Source: an optimization exercise on an open RTL-to-GDS flow (aim: small area, a short achievable clock period and few clock cycles). Production flows keep margins and buffers that such runs may drop. The RTL was checked by simulation tests, not by an equivalence proof against the original design. No activity file was given, so power comes from the tool's default toggle rates.

## run 1
## scc_core
module scc_core (
    input  wire        clk,
    input  wire        rst,
    input  wire        cmd_valid,
    output wire        cmd_ready,
    input  wire [63:0] cmd_word,
    output wire        rsp_valid,
    input  wire        rsp_ready,
    output wire [63:0] rsp_word,
    output wire        prim_valid,
    output wire [3:0]  prim_kind,
    output wire [15:0] prim_addr,
    output wire [31:0] prim_arg,
    input  wire        prim_ack,
    input  wire        prim_fail,
    input  wire [7:0]  prim_rdata,
    output wire [1:0]  st_pst,
    output wire        st_strm,
    output wire        st_inited,
    output wire [2:0]  st_gpio_lvl,
    output wire [2:0]  st_gpio_dir,
    output wire        st_clk_en,
    output wire [31:0] st_clk_hz,
    output wire [3:0]  st_rail_en
);
Size in the first run: about 1600 cells after synthesis, ~240 I/O pins.
Settings: LEC_CHECK=0, ABC_AREA=1, CAP_MARGIN=20, CORE_MARGIN=2, CORE_UTILIZATION=60, CTS_BUF_LIST=sky130_fd_sc_hd__clkbuf_4 sky130_fd_sc_hd__clkbuf_8, SLEW_MARGIN=20, SKIP_REPAIR_TIE_FANOUT=1; clock period 10.0 ns.
standard.sh (not shown) runs the stock make flow with config.mk's settings and CLKGATE_MAP_FILE= SYNTH_SCRIPT=/design/flow/synth_recipe.tcl, a recipe that flattens the netlist after the stock synthesis.
==> flow/flow/run.sh <==
#!/bin/bash
set -euo pipefail
export SETUP_SLACK_MARGIN=6.4
export BUFFER_PORTS_ARGS="-buffer_cell sky130_fd_sc_hd__buf_1"
echo 'export DONT_USE_CELLS += sky130_fd_sc_hd__ha_1 sky130_fd_sc_hd__ha_2 sky130_fd_sc_hd__ha_4 sky130_fd_sc_hd__fa_1 sky130_fd_sc_hd__fa_2 sky130_fd_sc_hd__fa_4' >> config.mk
echo 'export SKIP_REPAIR_TIE_FANOUT = 1' >> config.mk
bash standard.sh > flow_make.log 2>&1
Testbench counts of run 1, summed over its fixed seeds: cycles 21,737.
## Diff of input files: run 2 against run 1
diff --git a/flow/flow/run.sh b/flow/flow/run.sh
--- a/flow/flow/run.sh
+++ b/flow/flow/run.sh
@@ -2,3 +2,3 @@
 set -euo pipefail
-export SETUP_SLACK_MARGIN=6.4
+export SETUP_SLACK_MARGIN=6
 export BUFFER_PORTS_ARGS="-buffer_cell sky130_fd_sc_hd__buf_1"
diff --git a/flow/config.mk b/flow/config.mk
--- a/flow/config.mk
+++ b/flow/config.mk
@@ -7,3 +7,2 @@
 export LEC_CHECK = 0
-export ABC_AREA = 1
 export CAP_MARGIN = 20
Run 2: sequential share of power 0.7 points above run 1. Area added between synthesis and finish: run 2 vs run 1 down 1.2 points. When run 2 is measured against run 1, its overall routed net length turns out 1.2% higher. Met3 layer usage reported by global route: run 1 vs run 2 — no meaningful difference. The combinational family with the most area after synthesis comes out compound AO/OA/AOI/OAI gates in one run and simple AND/OR/NAND/NOR gates in the other, namely in run 2 and run 1 respectively. Run 2 against run 1: critical path depth fell by 5; proportion of power drawn by combinational gates lost 0.2 points; final-layout clock-cell area share neither gained nor lost much. Critical path's slowest cell: or4_4 -> run 2, nor2_2 -> run 1.
Inputs modified between run 2 and run 3:
diff --git a/flow/flow/run.sh b/flow/flow/run.sh
--- a/flow/flow/run.sh
+++ b/flow/flow/run.sh
@@ -2,3 +2,3 @@
 set -euo pipefail
-export SETUP_SLACK_MARGIN=6
+export SETUP_SLACK_MARGIN=6.65
 export BUFFER_PORTS_ARGS="-buffer_cell sky130_fd_sc_hd__buf_1"
diff --git a/flow/config.mk b/flow/config.mk
--- a/flow/config.mk
+++ b/flow/config.mk
@@ -7,5 +7,6 @@
 export LEC_CHECK = 0
+export ABC_AREA = 1
 export CAP_MARGIN = 20
 export CORE_MARGIN = 2
-export CORE_UTILIZATION = 60
+export CORE_UTILIZATION = 55
 export CTS_BUF_LIST = sky130_fd_sc_hd__clkbuf_4 sky130_fd_sc_hd__clkbuf_8
## What came out
Both conditions hold for run 3: the flow ran to the end and the final layout passed the timing, DRC and antenna checks.
The lower standard-cell row count of run 3 and run 2 is in run 2.
Diff run 2 -> run 3 | worst setup slack | increase of 0.57 ns
Wire length ended up about 3.4% higher on run 3 than on run 2.
Run 3 vs run 2: highest clock frequency the design can meet up
Uppermost metal layer occupied by signal nets: met4 -> run 3, met5 -> run 2
Most common library cell in the layout ignoring fill and taps = nand2_1: run 3; most common library cell in the layout ignoring fill and taps = buf_1: run 2
The following lists how run 4 was set up differently from run 3:
==> flow/flow/run.sh <==
#!/bin/bash
set -euo pipefail
export SETUP_SLACK_MARGIN=6
export BUFFER_PORTS_ARGS="-buffer_cell sky130_fd_sc_hd__buf_1"
echo 'export DONT_USE_CELLS += sky130_fd_sc_hd__ha_1 sky130_fd_sc_hd__ha_2 sky130_fd_sc_hd__ha_4 sky130_fd_sc_hd__fa_1 sky130_fd_sc_hd__fa_2 sky130_fd_sc_hd__fa_4' >> config.mk
bash standard.sh > flow_make.log 2>&1
diff --git a/flow/config.mk b/flow/config.mk
--- a/flow/config.mk
+++ b/flow/config.mk
@@ -7,3 +7,2 @@
 export LEC_CHECK = 0
-export ABC_AREA = 1
 export CAP_MARGIN = 20
@@ -14,2 +13 @@
 export DONT_USE_CELLS += sky130_fd_sc_hd__ha_1 sky130_fd_sc_hd__ha_2 sky130_fd_sc_hd__ha_4 sky130_fd_sc_hd__fa_1 sky130_fd_sc_hd__fa_2 sky130_fd_sc_hd__fa_4
-export SKIP_REPAIR_TIE_FANOUT = 1
## What came out
Looking at critical path's slowest cell, the or2_4 result is from run 3; the or4_1 one comes from run 4. Run 4 has maximum frequency below what run 3 had. Run 4 vs. run 3: share of synthesized registers carrying an async set or reset barely changed; post-route cell area now sits higher; synthesized area rose by 1.1%. Looking at worst setup slack across both flows, run 4 is the weaker of the two, with run 3 ahead. Capturing instance or port of the critical path = rsp_q$_SDFFE_PP0P_: run 4; capturing instance or port of the critical path = t[5]$_DFFE_PP_: run 3. On sequential power: run 4 sits above run 3.
Modified inputs, run 5 compared to run 4
==> flow/flow/run.sh <==
#!/bin/bash
set -euo pipefail
export SETUP_SLACK_MARGIN=6.8
export BUFFER_PORTS_ARGS="-buffer_cell sky130_fd_sc_hd__buf_1"
echo 'export DONT_USE_CELLS += sky130_fd_sc_hd__ha_1 sky130_fd_sc_hd__ha_2 sky130_fd_sc_hd__ha_4 sky130_fd_sc_hd__fa_1 sky130_fd_sc_hd__fa_2 sky130_fd_sc_hd__fa_4' >> config.mk
echo 'export SKIP_REPAIR_TIE_FANOUT = 1' >> config.mk
bash standard.sh > flow_make.log 2>&1
diff --git a/flow/config.mk b/flow/config.mk
--- a/flow/config.mk
+++ b/flow/config.mk
@@ -7,2 +7,3 @@
 export LEC_CHECK = 0
+export ABC_AREA = 1
 export CAP_MARGIN = 20
@@ -13 +14,2 @@
 export DONT_USE_CELLS += sky130_fd_sc_hd__ha_1 sky130_fd_sc_hd__ha_2 sky130_fd_sc_hd__ha_4 sky130_fd_sc_hd__fa_1 sky130_fd_sc_hd__fa_2 sky130_fd_sc_hd__fa_4
+export SKIP_REPAIR_TIE_FANOUT = 1
- [compare] base=run 4 new=run 5: post-layout total power up 9.0%, hold slack shrank by 0.010 ns, average routed wire per standard cell dropped 2.3 µm, number of distinct standard cells referenced by the synthesized netlist saw a decrease.
- Summary of run 5 over run 4: count of cell instances traversed by the critical path lower; mux share of post-synthesis cell area lower.
- In run 5, worst-case setup margin in the final layout is higher than in run 4.
- | sequential power | run 5 vs run 4 | about 2% lower |
- The final reports for run 5 and run 4 show synthesis-to-finish area growth higher in the former.
- Relative to run 4, the share of power burned in combinational logic of run 5 is higher by 1.9 points.
Edits applied to the flow inputs when going from run 5 to run 6:
diff --git a/flow/flow/run.sh b/flow/flow/run.sh
--- a/flow/flow/run.sh
+++ b/flow/flow/run.sh
@@ -2,3 +2,3 @@
 set -euo pipefail
-export SETUP_SLACK_MARGIN=6.8
+export SETUP_SLACK_MARGIN=6.4
 export BUFFER_PORTS_ARGS="-buffer_cell sky130_fd_sc_hd__buf_1"
Relative to run 5, the final standard cell area without fillers measured on run 6 has decreased by more than 10%.
Per the comparison of run 6 with run 5, instance count on the critical path rose by 9, estimated wirelength of the detail-placed design rose by 0.77%, maximum frequency fell by about 5.7%, growth of design area from synthesis to finish fell by 17 points.
Comparing run 5 and run 6, the lower global-route wire length before repair was measured on run 6.
Taking run 5 as the reference, in run 6 non-clock buffer count -about 30%, portion of the layout cell area used by clock cells moved up.
Setup slack: run 6 less than run 5
Measured against run 5, the overall routed net length of run 6 comes out at 0.929 times the reference value.
Run 6 vs run 5: vias after detailed routing down by a few percent

========
## P
scc_core again, from the RTL that the note above started with.
export LEC_CHECK = 0
export CAP_MARGIN = 20
export CORE_MARGIN = 2
export CORE_UTILIZATION = 55
export CTS_BUF_LIST = sky130_fd_sc_hd__clkbuf_4 sky130_fd_sc_hd__clkbuf_8
export SLEW_MARGIN = 20
export SKIP_REPAIR_TIE_FANOUT = 1
create_clock -name core_clock -period 10.0 [get_ports {clk}]
==> flow/flow/run.sh <==
#!/bin/bash
set -euo pipefail
export SETUP_SLACK_MARGIN=6
export BUFFER_PORTS_ARGS="-buffer_cell sky130_fd_sc_hd__buf_1"
echo 'export DONT_USE_CELLS += sky130_fd_sc_hd__ha_1 sky130_fd_sc_hd__ha_2 sky130_fd_sc_hd__ha_4 sky130_fd_sc_hd__fa_1 sky130_fd_sc_hd__fa_2 sky130_fd_sc_hd__fa_4' >> config.mk
echo 'export SKIP_REPAIR_TIE_FANOUT = 1' >> config.mk
bash standard.sh > flow_make.log 2>&1
P closes out successfully: all stages finished, all timing, DRC and antenna checks passed.
Testbench counts of P, summed over its fixed seeds: cycles 21,737.
[inputs] T vs P
--- a/flow/flow/run.sh
+++ b/flow/flow/run.sh
@@ -3 +3 @@
-export SETUP_SLACK_MARGIN=6
+export SETUP_SLACK_MARGIN=6.55
--- a/flow/config.mk
+++ b/flow/config.mk
@@ -7,0 +8 @@
+export ABC_AREA = 1
==> comparison <==
The standard cells in T occupy more silicon area than those in P do.
The critical path capture point comes out t[6] in one run and rsp_q in the other, namely in T and P respectively.
The share of total power in the clock network of T falls short of that of P by 0.3 points.
| wire length on met1 | T vs P | 5.1% lower |

========
scc_core, a different RTL version from the one above (not shown whole).
Size: roughly 1,500 cells after synthesis, about 130 flip-flops, about 240 I/O pins.
Settings: LEC_CHECK=0, ABC_AREA=1, CAP_MARGIN=20, CORE_MARGIN=2, CORE_UTILIZATION=55, CTS_BUF_LIST=sky130_fd_sc_hd__clkbuf_4 sky130_fd_sc_hd__clkbuf_8, SLEW_MARGIN=20, SKIP_REPAIR_TIE_FANOUT=1; clock period 10.0 ns.
==> flow/flow/run.sh <==
#!/bin/bash
set -euo pipefail
export SETUP_SLACK_MARGIN=6.7
export BUFFER_PORTS_ARGS="-buffer_cell sky130_fd_sc_hd__buf_1"
echo 'export DONT_USE_CELLS += sky130_fd_sc_hd__ha_1 sky130_fd_sc_hd__ha_2 sky130_fd_sc_hd__ha_4 sky130_fd_sc_hd__fa_1 sky130_fd_sc_hd__fa_2 sky130_fd_sc_hd__fa_4' >> config.mk
echo 'export SKIP_REPAIR_TIE_FANOUT = 1' >> config.mk
bash standard.sh > flow_make.log 2>&1
Testbench counts at the start, summed over its fixed seeds: cycles 21,737.
Change:
--- a/flow/flow/run.sh
+++ b/flow/flow/run.sh
@@ -3 +3 @@
-export SETUP_SLACK_MARGIN=6.7
+export SETUP_SLACK_MARGIN=6.55
After rerunning: The changed run produced a clean layout. Core utilization drops by 1.6 points. Worst setup slack hardly moves. Cell area is lower by 2.6%. Global-route usage goes down by 0.41 points. Count of clock-buffer cells in the layout increases by 1. Wire length came out lower by 1.7%. Total power grows by 3.0%.

========
Another version of the RTL of scc_core (not shown whole).
// scc_core
module scc_core (
    input  wire        clk,
    input  wire        rst,
    input  wire        cmd_valid,
    output wire        cmd_ready,
    input  wire [63:0] cmd_word,
    output wire        rsp_valid,
    input  wire        rsp_ready,
    output wire [63:0] rsp_word,
    output wire        prim_valid,
    output wire [3:0]  prim_kind,
    output wire [15:0] prim_addr,
    output wire [31:0] prim_arg,
    input  wire        prim_ack,
    input  wire        prim_fail,
    input  wire [7:0]  prim_rdata,
    output wire [1:0]  st_pst,
    output wire        st_strm,
    output wire        st_inited,
    output wire [2:0]  st_gpio_lvl,
    output wire [2:0]  st_gpio_dir,
    output wire        st_clk_en,
    output wire [31:0] st_clk_hz,
    output wire [3:0]  st_rail_en
);
    localparam [31:0] MCLK_HZ = 32'd24000000;
    localparam [3:0] P_BUSWRITE  = 4'd0;
    localparam [3:0] P_BUSREAD   = 4'd1;
    localparam [3:0] P_GPIODIR   = 4'd2;
    localparam [3:0] P_GPIOWRITE = 4'd3;
    localparam [3:0] P_CLKFREQ   = 4'd4;
    localparam [3:0] P_CLKEN     = 4'd5;
    localparam [3:0] P_RAILEN    = 4'd6;
    localparam [3:0] P_SLEEP     = 4'd7;
  ...
clock: 10.0 ns
lec_check: 0
cap_margin: 20
core_margin: 2
core_utilization: 55
slew_margin: 20
==> flow/flow/run.sh <==
#!/bin/bash

set -euo pipefail
export SETUP_SLACK_MARGIN=6
export BUFFER_PORTS_ARGS="-buffer_cell sky130_fd_sc_hd__buf_1"
bash standard.sh > flow_make.log 2>&1
The starting point completed with no timing, DRC or antenna violations.
Testbench counts at the start, summed over its fixed seeds: cycles 21,737.
Edit:
==> flow/flow/run.sh (replaced) <==
#!/bin/bash
set -euo pipefail
export SETUP_SLACK_MARGIN=6
export BUFFER_PORTS_ARGS="-buffer_cell sky130_fd_sc_hd__buf_1"
echo 'export DONT_USE_CELLS += sky130_fd_sc_hd__ha_1 sky130_fd_sc_hd__ha_2 sky130_fd_sc_hd__ha_4 sky130_fd_sc_hd__fa_1 sky130_fd_sc_hd__fa_2 sky130_fd_sc_hd__fa_4' >> config.mk
bash standard.sh > flow_make.log 2>&1
--- a/flow/config.mk
+++ b/flow/config.mk
@@ -10,2 +10,3 @@
 export CORE_UTILIZATION = 55
 export SLEW_MARGIN = 20
+export DONT_USE_CELLS += sky130_fd_sc_hd__ha_1 sky130_fd_sc_hd__ha_2 sky130_fd_sc_hd__ha_4 sky130_fd_sc_hd__fa_1 sky130_fd_sc_hd__fa_2 sky130_fd_sc_hd__fa_4
Synthesized area decreases by 0.50%.
Clock skew came out higher by 0.0059 ns.
Worst hold slack got worse by 0.0081 ns.
Via count goes up by 3.9%.
Worst setup slack gains 0.036 ns.
Edit:
--- a/flow/config.mk
+++ b/flow/config.mk
@@ -9,4 +9,5 @@
 export CORE_MARGIN = 2
 export CORE_UTILIZATION = 55
+export CTS_BUF_LIST = sky130_fd_sc_hd__clkbuf_4 sky130_fd_sc_hd__clkbuf_8
 export SLEW_MARGIN = 20
 export DONT_USE_CELLS += sky130_fd_sc_hd__ha_1 sky130_fd_sc_hd__ha_2 sky130_fd_sc_hd__ha_4 sky130_fd_sc_hd__fa_1 sky130_fd_sc_hd__fa_2 sky130_fd_sc_hd__fa_4
Wire length hardly moves.
Synthesized cell count stays the same.
Clock power falls by 23%.
Fmax rose by 0.77%.
Core utilization went down by 1.1 points.
Worst setup slack gets better by 0.031 ns.
Global-route usage hardly moves.
Critical path depth went up by 2.
Edit:
--- a/flow/config.mk
+++ b/flow/config.mk
@@ -8,5 +8,5 @@
 export CAP_MARGIN = 20
 export CORE_MARGIN = 2
-export CORE_UTILIZATION = 55
+export CORE_UTILIZATION = 45
 export CTS_BUF_LIST = sky130_fd_sc_hd__clkbuf_4 sky130_fd_sc_hd__clkbuf_8
 export SLEW_MARGIN = 20
The changed run completed without violations; design area is about the same; via count shrinks by 0.46%; setup slack gets worse by 0.10 ns; sequential share of layout area barely changes; global-route usage shrinks by 4.8 points; power shrinks by 2.5%; final cell count grows by 3.5%; non-clock buffer count grows by 3.

========
scc_core, a different RTL version from the one above (not shown whole).
Settings: LEC_CHECK=0, CAP_MARGIN=20, CORE_MARGIN=2, CORE_UTILIZATION=40, SLEW_MARGIN=20; clock period 10.0 ns.
==> flow/flow/run.sh <==
#!/bin/bash
set -euo pipefail
export SETUP_SLACK_MARGIN=7
bash standard.sh > flow_make.log 2>&1
Testbench counts at the start, summed over its fixed seeds: cycles 21,737.
Rerun with:
==> flow/run.sh (new file) <==
#!/bin/bash
# synth_recipe.tcl (not shown) runs the flow's synth.tcl, then flattens the netlist and writes it again
# the make line also repeats each setting of config.mk as NAME=value (left out here)
make -C /OpenROAD-flow-scripts/flow DESIGN_CONFIG=/design/flow/config.mk WORK_HOME=/design/flow/orfs CLKGATE_MAP_FILE= SYNTH_SCRIPT=/design/flow/synth_recipe.tcl finish
SETUP_SLACK_MARGIN = 5   (was unset)
removed: flow/flow/run.sh
removed: flow/standard.sh
What happened:
- cell area decreases by 21%
- non-clock buffer count decreases by 223
- die area is unchanged
Rerun with:
==> flow/flow/run.sh (new file) <==
#!/bin/bash
set -euo pipefail
export SETUP_SLACK_MARGIN=7
export BUFFER_PORTS_ARGS="-buffer_cell sky130_fd_sc_hd__buf_2"
bash standard.sh > flow_make.log 2>&1
==> flow/standard.sh (new file) <==
#!/bin/bash
# synth_recipe.tcl (not shown) runs the flow's synth.tcl, then flattens the netlist and writes it again
# the make line also repeats each setting of config.mk as NAME=value (left out here)
make -C /OpenROAD-flow-scripts/flow DESIGN_CONFIG=/design/flow/config.mk WORK_HOME=/design/flow/orfs CLKGATE_MAP_FILE= SYNTH_SCRIPT=/design/flow/synth_recipe.tcl "${@:-finish}"
SETUP_SLACK_MARGIN = unset   (was 5)
removed: flow/run.sh
Outcome: The changed run went through all stages and came out clean; first-iteration DRC count rose by 15%; total power rose by 1.6%; setup slack gets better by 0.23 ns; combinational power rose by 26%; wire length rose by 14%; sequential power fell by 3.6%.
Rerun with:
==> flow/run.sh (new file) <==
#!/bin/bash
# synth_recipe.tcl (not shown) runs the flow's synth.tcl, then flattens the netlist and writes it again
# the make line also repeats each setting of config.mk as NAME=value (left out here)
make -C /OpenROAD-flow-scripts/flow DESIGN_CONFIG=/design/flow/config.mk WORK_HOME=/design/flow/orfs CLKGATE_MAP_FILE= SYNTH_SCRIPT=/design/flow/synth_recipe.tcl finish
CORE_AREA = 5 5 225 225   (was unset)
CORE_MARGIN = unset   (was 2)
CORE_UTILIZATION = unset   (was 40)
DIE_AREA = 0 0 230 230   (was unset)
removed: flow/flow/run.sh
removed: flow/standard.sh
After rerunning: Clock power is higher by 7.6%. Routed wire length is lower by 5.6%. Design area is lower by 16%. Combinational power is lower by 20%. Setup slack gets worse by 1.7 ns.

## re-timing with driven ports
No port has a modelled driver above. Below, the same layouts with a new extraction and two added sets of constraints.
Step 1 (the two cells are an assumption about what drives the block):
set clk [get_ports {clk}]
set_driving_cell -lib_cell sky130_fd_sc_hd__clkbuf_16 $clk
set_driving_cell -lib_cell sky130_fd_sc_hd__buf_2 [delete_from_list [all_inputs] $clk]
Step 2 also shifts input and output timing later by t, the mid clock arrival at the registers, as if the neighbouring blocks saw the same clock.
a / b / c = no drivers / after step 1 / after step 2; a / b = the first two.
| run | t, ns | slack for setup (ns) | worst setup path at the end | worst data-port slew with drivers (ns) | cell pins on the clock port's net |
|---|---|---|---|---|---|
| run 1 | 0.511 | 6.426 / 6.447 / 5.936 | input to register | 0.04 | 1 |
| run 2 | 0.493 | 6.034 / 6.050 / 5.557 | input to register | 0.08 | 1 |
| run 3 | 0.497 | 6.606 / 6.611 / 6.122 | input to register | 0.04 | 1 |
| run 4 | 0.500 | 5.983 / 6.006 / 5.506 | input to register | 0.06 | 1 |
| run 5 | 0.510 | 6.628 / 6.586 / 6.203 | input to register | 0.05 | 1 |
| run 6 | 0.504 | 6.426 / 6.400 / 5.942 | input to register | 0.04 | 1 |
| P | 0.494 | 6.011 / 6.020 / 5.526 | input to register | 0.06 | 1 |
| T | 0.497 | 6.609 / 6.587 / 6.125 | input to register | 0.04 | 1 |
| the first run of note 3 | 0.492 | 6.508 / 6.470 / 6.221 | input to register | 0.08 | 1 |
| the second run of note 3 | 0.496 | 6.509 / 6.469 / 6.145 | input to register | 0.06 | 1 |
| the first run of note 4 | 0.471 | 5.984 / 6.006 / 5.535 | input to register | 0.05 | 1 |
| the second run of note 4 | 0.482 | 6.020 / 6.033 / 5.551 | input to register | 0.05 | 1 |
| the third run of note 4 | 0.510 | 6.051 / 6.073 / 5.563 | input to register | 0.05 | 1 |
| the fourth run of note 4 | 0.506 | 5.947 / 5.974 / 5.468 | input to register | 0.04 | 1 |
| the first run of note 5 | 0.482 | 5.195 / 5.212 / 4.730 | input to register | 0.06 | 1 |
| the second run of note 5 | 0.473 | 5.034 / 5.061 / 4.588 | input to register | 0.04 | 1 |
| the third run of note 5 | 0.480 | 5.265 / 5.288 / 4.808 | input to register | 0.06 | 1 |
| the fourth run of note 5 | 0.495 | 3.559 / 3.585 / 3.090 | input to register | 0.06 | 1 |
After both steps every run listed still meets setup and hold. For run 1, which loses most, drivers alone change the setup slack by +0.021 ns; drivers and shift together by -0.490 ns.
